Context: an optimization exercise on an open-source flow, tuned for small area, a short achievable clock period and few clock cycles per item. The choices shown serve that exercise and are no tape-out recipe. In this exercise RTL edits were held to simulation tests only and were not proved equivalent to the original. Power and IR drop assume default switching activity.

## v48
Design gf_engine, start of the top module:
module gf_engine (
    input  wire        clk,
    input  wire        rst,         
    input  wire        fa_we,
    input  wire [12:0] fa_wdata,
    input  wire        fb_we,
    input  wire [12:0] fb_wdata,
    output wire [12:0] fa,
    output wire [12:0] fb,
    output wire [12:0] fr,
    input  wire        cmd_valid,
    input  wire [31:0] cmd_word,
    output wire [7:0]  status
);
==> flow/config.mk <==
export PLATFORM = sky130hd
export DESIGN_NAME = gf_engine
export DESIGN_NICKNAME = gf_engine
export VERILOG_FILES = /design/flow/design.v
export SDC_FILE = /design/flow/constraint.sdc
export NUM_CORES = 4
export LEC_CHECK = 0
export CAP_MARGIN = 0
export CORE_MARGIN = 2
export CORE_UTILIZATION = 40
export CTS_BUF_LIST = sky130_fd_sc_hd__clkbuf_8
export PLACE_DENSITY = 0.75
export SETUP_SLACK_MARGIN = 2.3
export SLEW_MARGIN = 0
export SYNTH_HIERARCHICAL = 1
export SYNTH_MINIMUM_KEEP_SIZE = 0
export TNS_END_PERCENT = 5
==> flow/constraint.sdc <==
create_clock -name core_clock -period 5.0 [get_ports {clk}]
set_input_delay 1.0000 -clock core_clock [delete_from_list [all_inputs] [get_ports {clk}]]
set_output_delay 1.0000 -clock core_clock [all_outputs]
set_load 0.01 [all_outputs]
standard.sh (not shown) runs the stock make flow with config.mk's settings and CLKGATE_MAP_FILE= SYNTH_SCRIPT=/design/flow/synth_recipe.tcl, a recipe that flattens the netlist after the stock synthesis.
==> flow/flow/run.sh <==
#!/bin/bash
# Own layout flow: the standard flow (standard.sh), with two changes to
# how the layout is made:
#  * the port buffers that the standard flow inserts on every input and
#    output are sky130_fd_sc_hd__buf_1 instead of the default choice
#    (the resizer may still upsize them where timing needs it);
#  * the 3-input XOR/XNOR cells are added to the platform's don't-use list,
#    so that synthesis builds the XOR trees from faster 2-input cells.
# Everything else (synthesis script, floorplan, power grid, tap cells,
# placement, CTS, routing) is the standard flow unchanged.
set -euo pipefail
cd "$(dirname "$0")/.."

PLATFORM_DONT_USE="sky130_fd_sc_hd__probe_p_8 sky130_fd_sc_hd__probec_p_8 \
sky130_fd_sc_hd__lpflow_bleeder_1 sky130_fd_sc_hd__lpflow_clkbufkapwr_1 \
sky130_fd_sc_hd__lpflow_clkbufkapwr_16 sky130_fd_sc_hd__lpflow_clkbufkapwr_2 \
sky130_fd_sc_hd__lpflow_clkbufkapwr_4 sky130_fd_sc_hd__lpflow_clkbufkapwr_8 \
sky130_fd_sc_hd__lpflow_clkinvkapwr_1 sky130_fd_sc_hd__lpflow_clkinvkapwr_16 \
sky130_fd_sc_hd__lpflow_clkinvkapwr_2 sky130_fd_sc_hd__lpflow_clkinvkapwr_4 \
sky130_fd_sc_hd__lpflow_clkinvkapwr_8 sky130_fd_sc_hd__lpflow_decapkapwr_12 \
sky130_fd_sc_hd__lpflow_decapkapwr_3 sky130_fd_sc_hd__lpflow_decapkapwr_4 \
sky130_fd_sc_hd__lpflow_decapkapwr_6 sky130_fd_sc_hd__lpflow_decapkapwr_8 \
sky130_fd_sc_hd__lpflow_inputiso0n_1 sky130_fd_sc_hd__lpflow_inputiso0p_1 \
sky130_fd_sc_hd__lpflow_inputiso1n_1 sky130_fd_sc_hd__lpflow_inputiso1p_1 \
sky130_fd_sc_hd__lpflow_inputisolatch_1 sky130_fd_sc_hd__lpflow_isobufsrc_1 \
sky130_fd_sc_hd__lpflow_isobufsrc_16 sky130_fd_sc_hd__lpflow_isobufsrc_2 \
sky130_fd_sc_hd__lpflow_isobufsrc_4 sky130_fd_sc_hd__lpflow_isobufsrc_8 \
sky130_fd_sc_hd__lpflow_isobufsrckapwr_16 \
sky130_fd_sc_hd__lpflow_lsbuf_lh_hl_isowell_tap_1 \
sky130_fd_sc_hd__lpflow_lsbuf_lh_hl_isowell_tap_2 \
sky130_fd_sc_hd__lpflow_lsbuf_lh_hl_isowell_tap_4 \
sky130_fd_sc_hd__lpflow_lsbuf_lh_isowell_4 \
sky130_fd_sc_hd__lpflow_lsbuf_lh_isowell_tap_1 \
sky130_fd_sc_hd__lpflow_lsbuf_lh_isowell_tap_2 \
sky130_fd_sc_hd__lpflow_lsbuf_lh_isowell_tap_4"
EXTRA_DONT_USE="sky130_fd_sc_hd__xor3_1 sky130_fd_sc_hd__xor3_2 sky130_fd_sc_hd__xor3_4 \
sky130_fd_sc_hd__xnor3_1 sky130_fd_sc_hd__xnor3_2 sky130_fd_sc_hd__xnor3_4"

bash standard.sh finish \
    "DONT_USE_CELLS=$PLATFORM_DONT_USE $EXTRA_DONT_USE" \
    "BUFFER_PORTS_ARGS=-buffer_cell sky130_fd_sc_hd__buf_1" \
    > flow_make.log 2>&1
v48: full flow OK, the timing, DRC and antenna checks passed
Testbench counts of v48, summed over its fixed seeds: cycles 4,800, ops 2,400.
What v30 does differently from v48 at the input level:
# v48
export LEC_CHECK = 0
export CAP_MARGIN = 0
export CORE_MARGIN = 2
export CORE_UTILIZATION = 40
export CTS_BUF_LIST = sky130_fd_sc_hd__clkbuf_8
export PLACE_DENSITY = 0.75
export SETUP_SLACK_MARGIN = 2.3
export SLEW_MARGIN = 0
export SYNTH_HIERARCHICAL = 1
export SYNTH_MINIMUM_KEEP_SIZE = 0
export TNS_END_PERCENT = 5
create_clock -name core_clock -period 5.0 [get_ports {clk}]
# v30
export LEC_CHECK = 0
export CAP_MARGIN = 20
export CORE_MARGIN = 2
export CORE_UTILIZATION = 60
export CTS_BUF_LIST = sky130_fd_sc_hd__clkbuf_8
export PLACE_DENSITY = 0.8
export SETUP_SLACK_MARGIN = 2.4
export SLEW_MARGIN = 20
export SYNTH_HIERARCHICAL = 1
export SYNTH_MINIMUM_KEEP_SIZE = 0
create_clock -name core_clock -period 5.0 [get_ports {clk}]
### Flow results
Critical path depth: v48 and v30 compared, lower one is v48
| sequential share of cell area | v48 vs v30 | ≈ equal |
Post-route total power (lower): v30
Going from v48 to v30, buffering stage count on the worst path with inverters included saw an increase, share of layout cells above drive strength 1 up 3.2 points, final worst setup slack now sits lower.
Setup changes, v30 to v37
# v30
export LEC_CHECK = 0
export CAP_MARGIN = 20
export CORE_MARGIN = 2
export CORE_UTILIZATION = 60
export CTS_BUF_LIST = sky130_fd_sc_hd__clkbuf_8
export PLACE_DENSITY = 0.8
export SETUP_SLACK_MARGIN = 2.4
export SLEW_MARGIN = 20
export SYNTH_HIERARCHICAL = 1
export SYNTH_MINIMUM_KEEP_SIZE = 0
create_clock -name core_clock -period 5.0 [get_ports {clk}]
# v37
export LEC_CHECK = 0
export CAP_MARGIN = 20
export CORE_MARGIN = 2
export CORE_UTILIZATION = 40
export CTS_BUF_LIST = sky130_fd_sc_hd__clkbuf_8
export PLACE_DENSITY = 0.6
export SETUP_SLACK_MARGIN = 2.6
export SLEW_MARGIN = 20
export SYNTH_HIERARCHICAL = 1
export SYNTH_MINIMUM_KEEP_SIZE = 0
create_clock -name core_clock -period 5.0 [get_ports {clk}]
--- outcome ---
On v37: routing usage on met1 is 5.6 points lower than what v30 gave. [compare] base=v30 new=v37: fmax rose by about 6%; post-layout minimum cycle time decreased by 0.15 ns relative to the old numbers. Run comparison: v30 start point of the critical path fa_r[11]; v37 start point of the critical path fa_r[9]. v37 vs. v30: clock group share of total power now sits higher, total clock network power increased by about 24% relative to the old numbers, worst hold margin higher, global-route usage over all layers moved down. Comparing v37 and v30, wire length is higher on v30.

-- port drivers added, routing unchanged --
The results above use ideal ports. As a check the final layouts listed here were re-extracted and re-timed, cells and wires unchanged. Step 1, drivers: a clkbuf_16 drives clk and a buf_2 each remaining input, both assumed. Step 2 moves the port delays by t, midway between the first and last clock arrival at a register: inputs arrive t later, outputs are due t later. That takes back most of the time a late clock gives input paths. Three values: no drivers, after step 1, after step 2; two values: the first two.
run	t (ns)	slack for setup (ns)	clock arrival spread, ns	worst slew at a driven data input, ns	pins driven straight from the clock port
v48	0.343	2.445 / 2.445 / 2.176	0.019 / 0.019	0.04	1
v30	0.338	2.346 / 2.346 / 2.148	0.013 / 0.013	0.05	1
v37	0.343	2.499 / 2.499 / 2.280	0.007 / 0.007	0.03	1
After both steps every run listed still meets setup and hold. For v48, which loses most, drivers alone change the setup slack by 0.000 ns; drivers and shift together by -0.269 ns.
